Source: an optimization exercise on an open RTL-to-GDS flow (aim: a short achievable clock period and few clock cycles per item). Production flows keep margins and buffers that such runs may drop. Power figures rest on the tool's default switching activity, not on a simulated workload.

north:
==> module jbc_nor4, before the edit <==
module jbc_nor4 (input wire [3:0] a, output wire y);
    assign y = ~|a;
endmodule
==> module jbc_and4, before the edit <==
module jbc_and4 (input wire [3:0] a, output wire y);
    assign y = &a;
endmodule
==> module jbc_gt4500, before the edit <==
module jbc_gt4500 (input wire [14:0] a, output wire y);
    assign y = (a > 15'd4500);
endmodule
==> module jbc_dec, before the edit <==
module jbc_dec (
    input  wire [31:0] w,
    output wire        zcm,
    output wire        zcd,
    output wire        rfr,
    output wire        rdv,
    output wire        rst,
    output wire        enc
);
    wire ga, gb, gc, ge, gf, gg, gh;
    jbc_nor4 n_a (.a(w[27:24]), .y(ga));
    jbc_nor4 n_b (.a(w[23:20]), .y(gb));
    jbc_nor4 n_c (.a(w[19:16]), .y(gc));
    jbc_nor4 n_e (.a(w[14:11]), .y(ge));
    jbc_nor4 n_f (.a(w[10:7]),  .y(gf));
    jbc_nor4 n_g (.a(w[6:3]),   .y(gg));
    assign gh = ~|w[2:0];
    wire op1, op2, op4, op6, op7;
    jbc_and4 o_1 (.a({~w[31], ~w[30], ~w[29],  w[28]}), .y(op1));
    jbc_and4 o_2 (.a({~w[31], ~w[30],  w[29], ~w[28]}), .y(op2));
    jbc_and4 o_4 (.a({~w[31],  w[30], ~w[29], ~w[28]}), .y(op4));
    jbc_and4 o_6 (.a({~w[31],  w[30],  w[29], ~w[28]}), .y(op6));
    jbc_and4 o_7 (.a({~w[31],  w[30],  w[29],  w[28]}), .y(op7));
    wire z_hi, z_lo, z_rfr, z_rds;
    jbc_and4 a_hi  (.a({ga, gb, gc, ~w[15]}), .y(z_hi));
    jbc_and4 a_lo  (.a({ge, gf, gg, gh}), .y(z_lo));
    jbc_and4 a_rfr (.a({op4, ga, gb, ~(w[19] | w[18])}), .y(z_rfr));
    jbc_and4 a_rds (.a({op6, ga, gb, ~w[15]}), .y(z_rds));
    wire big;
    jbc_gt4500 c_big (.a(w[14:0]), .y(big));
    assign zcm = op1 & z_hi;
    assign zcd = op2 & z_hi & z_lo;
    assign rst = op7 & z_hi & z_lo;
    assign rfr = z_rfr;
    assign rdv = z_rds & ~w[19] & w[18] & z_lo;
    assign enc = z_rfr & (w[15] | big);
endmodule
export LEC_CHECK = 0
export CAP_MARGIN = 20
export CORE_MARGIN = 2
export CORE_UTILIZATION = 40
export SLEW_MARGIN = 20
export SYNTH_HIERARCHICAL = 1
export SYNTH_MINIMUM_KEEP_SIZE = 0
create_clock -name core_clock -period 48.0 [get_ports {clk}]
standard.sh (not shown) runs the stock make flow with config.mk's settings and CLKGATE_MAP_FILE= SYNTH_SCRIPT=/design/flow/synth_recipe.tcl, a recipe that flattens the netlist after the stock synthesis.
==> flow/flow/run.sh <==
#!/bin/bash
# Standard ORFS layout (the standard.sh), with the timing repair steps asked to
# leave setup slack of SETUP_MARGIN ns at the design's own clock period and SDC.
set -euo pipefail
MARGIN=$(cat flow/margin.txt)
bash standard.sh synth > log_synth.txt 2>&1
bash standard.sh SETUP_SLACK_MARGIN=$MARGIN finish > log_layout.txt 2>&1
==> flow/flow/margin.txt <==
37.4
diff inputs: north => south
diff --git a/flow/design.v b/flow/design.v
--- a/flow/design.v
+++ b/flow/design.v
@@ -363,15 +363,6 @@
         kp100 <= n_kp; ki100 <= n_ki; kd100 <= n_kd;
     end
 endmodule
-module jbc_nor4 (input wire [3:0] a, output wire y);
-    assign y = ~|a;
-endmodule
-module jbc_and4 (input wire [3:0] a, output wire y);
-    assign y = &a;
-endmodule
-module jbc_gt4500 (input wire [14:0] a, output wire y);
-    assign y = (a > 15'd4500);
-endmodule
 module jbc_dec (
     input  wire [31:0] w,
     output wire        zcm,
@@ -381,33 +372,14 @@
     output wire        rst,
     output wire        enc
 );
-    wire ga, gb, gc, ge, gf, gg, gh;
-    jbc_nor4 n_a (.a(w[27:24]), .y(ga));
-    jbc_nor4 n_b (.a(w[23:20]), .y(gb));
-    jbc_nor4 n_c (.a(w[19:16]), .y(gc));
-    jbc_nor4 n_e (.a(w[14:11]), .y(ge));
-    jbc_nor4 n_f (.a(w[10:7]),  .y(gf));
-    jbc_nor4 n_g (.a(w[6:3]),   .y(gg));
-    assign gh = ~|w[2:0];
-    wire op1, op2, op4, op6, op7;
-    jbc_and4 o_1 (.a({~w[31], ~w[30], ~w[29],  w[28]}), .y(op1));
-    jbc_and4 o_2 (.a({~w[31], ~w[30],  w[29], ~w[28]}), .y(op2));
-    jbc_and4 o_4 (.a({~w[31],  w[30], ~w[29], ~w[28]}), .y(op4));
-    jbc_and4 o_6 (.a({~w[31],  w[30],  w[29], ~w[28]}), .y(op6));
-    jbc_and4 o_7 (.a({~w[31],  w[30],  w[29],  w[28]}), .y(op7));
-    wire z_hi, z_lo, z_rfr, z_rds;
-    jbc_and4 a_hi  (.a({ga, gb, gc, ~w[15]}), .y(z_hi));
-    jbc_and4 a_lo  (.a({ge, gf, gg, gh}), .y(z_lo));
-    jbc_and4 a_rfr (.a({op4, ga, gb, ~(w[19] | w[18])}), .y(z_rfr));
-    jbc_and4 a_rds (.a({op6, ga, gb, ~w[15]}), .y(z_rds));
-    wire big;
-    jbc_gt4500 c_big (.a(w[14:0]), .y(big));
-    assign zcm = op1 & z_hi;
-    assign zcd = op2 & z_hi & z_lo;
-    assign rst = op7 & z_hi & z_lo;
-    assign rfr = z_rfr;
-    assign rdv = z_rds & ~w[19] & w[18] & z_lo;
-    assign enc = z_rfr & (w[15] | big);
+    wire z27_15 = (w[27:15] == 13'd0);
+    wire z14_0  = (w[14:0] == 15'd0);
+    assign zcm = (w[31:28] == 4'd1) & z27_15;
+    assign zcd = (w[31:28] == 4'd2) & z27_15 & z14_0;
+    assign rst = (w[31:28] == 4'd7) & z27_15 & z14_0;
+    assign rfr = (w[31:28] == 4'd4) & (w[27:18] == 10'd0);
+    assign rdv = (w[31:28] == 4'd6) & (w[27:20] == 8'd0) & (w[19:18] == 2'd1) & (w[15:0] == 16'd0);
+    assign enc = rfr & (w[15] | (w[14:0] > 15'd4500));
 endmodule
 module jbc_ctl (
     input  wire       ev_valid,
==> comparison <==
Changes observed in south relative to north: die extent in x did not really move; wire length of the first global-routing pass decreased by 13 mm relative to the old numbers; number of detailed-route iterations in the first pass shrank by 3; area of the mapped netlist shows an increase of 0.36%. Compared with north, in south global-route usage lost 1.2 points; utilization neither gained nor lost much; overall power picked up an extra 0.10 mW; area occupied by registers neither gained nor lost much. [compare] base=north new=south: average cell area after synthesis -about 1.3%, wire length -11 mm, cell count of the worst hold path -2, die footprint +about 0.36%. On south: fraction of the mapped netlist area in compound gates is 0.17 points higher than what north gave.
Function was not checked in any run of this note: the RTL went through the layout flow alone.

## afterwards: timing with drivers on the ports
The flow's constraints put no driver on any port. The routed layouts listed below were extracted and timed again, unchanged, in two steps. Step 1 sets driving cells, clkbuf_16 on the clock port and buf_2 on the other inputs (assumed; they add their load-dependent delay and slew). Step 2 also shifts input and output timing later by t, the mid clock arrival at the registers, as if the neighbouring blocks saw the same clock. Slacks: ideal / step 1 / step 2; pairs: ideal / step 1.
run | shift t [ns] | setup slack, ns | clock arrival spread, ns | worst data-port slew with drivers (ns) | cell pins on the clock port's net
north | 0.772 | 37.190 / 37.102 / 36.637 | 0.050 / 0.051 | 0.05 | 1
south | 0.806 | 37.006 / 37.055 / 36.249 | 0.040 / 0.040 | 0.05 | 1
After both steps setup and hold are still met in every run listed. For south, which loses most, drivers alone change the setup slack by +0.049 ns; drivers and shift together by -0.757 ns.
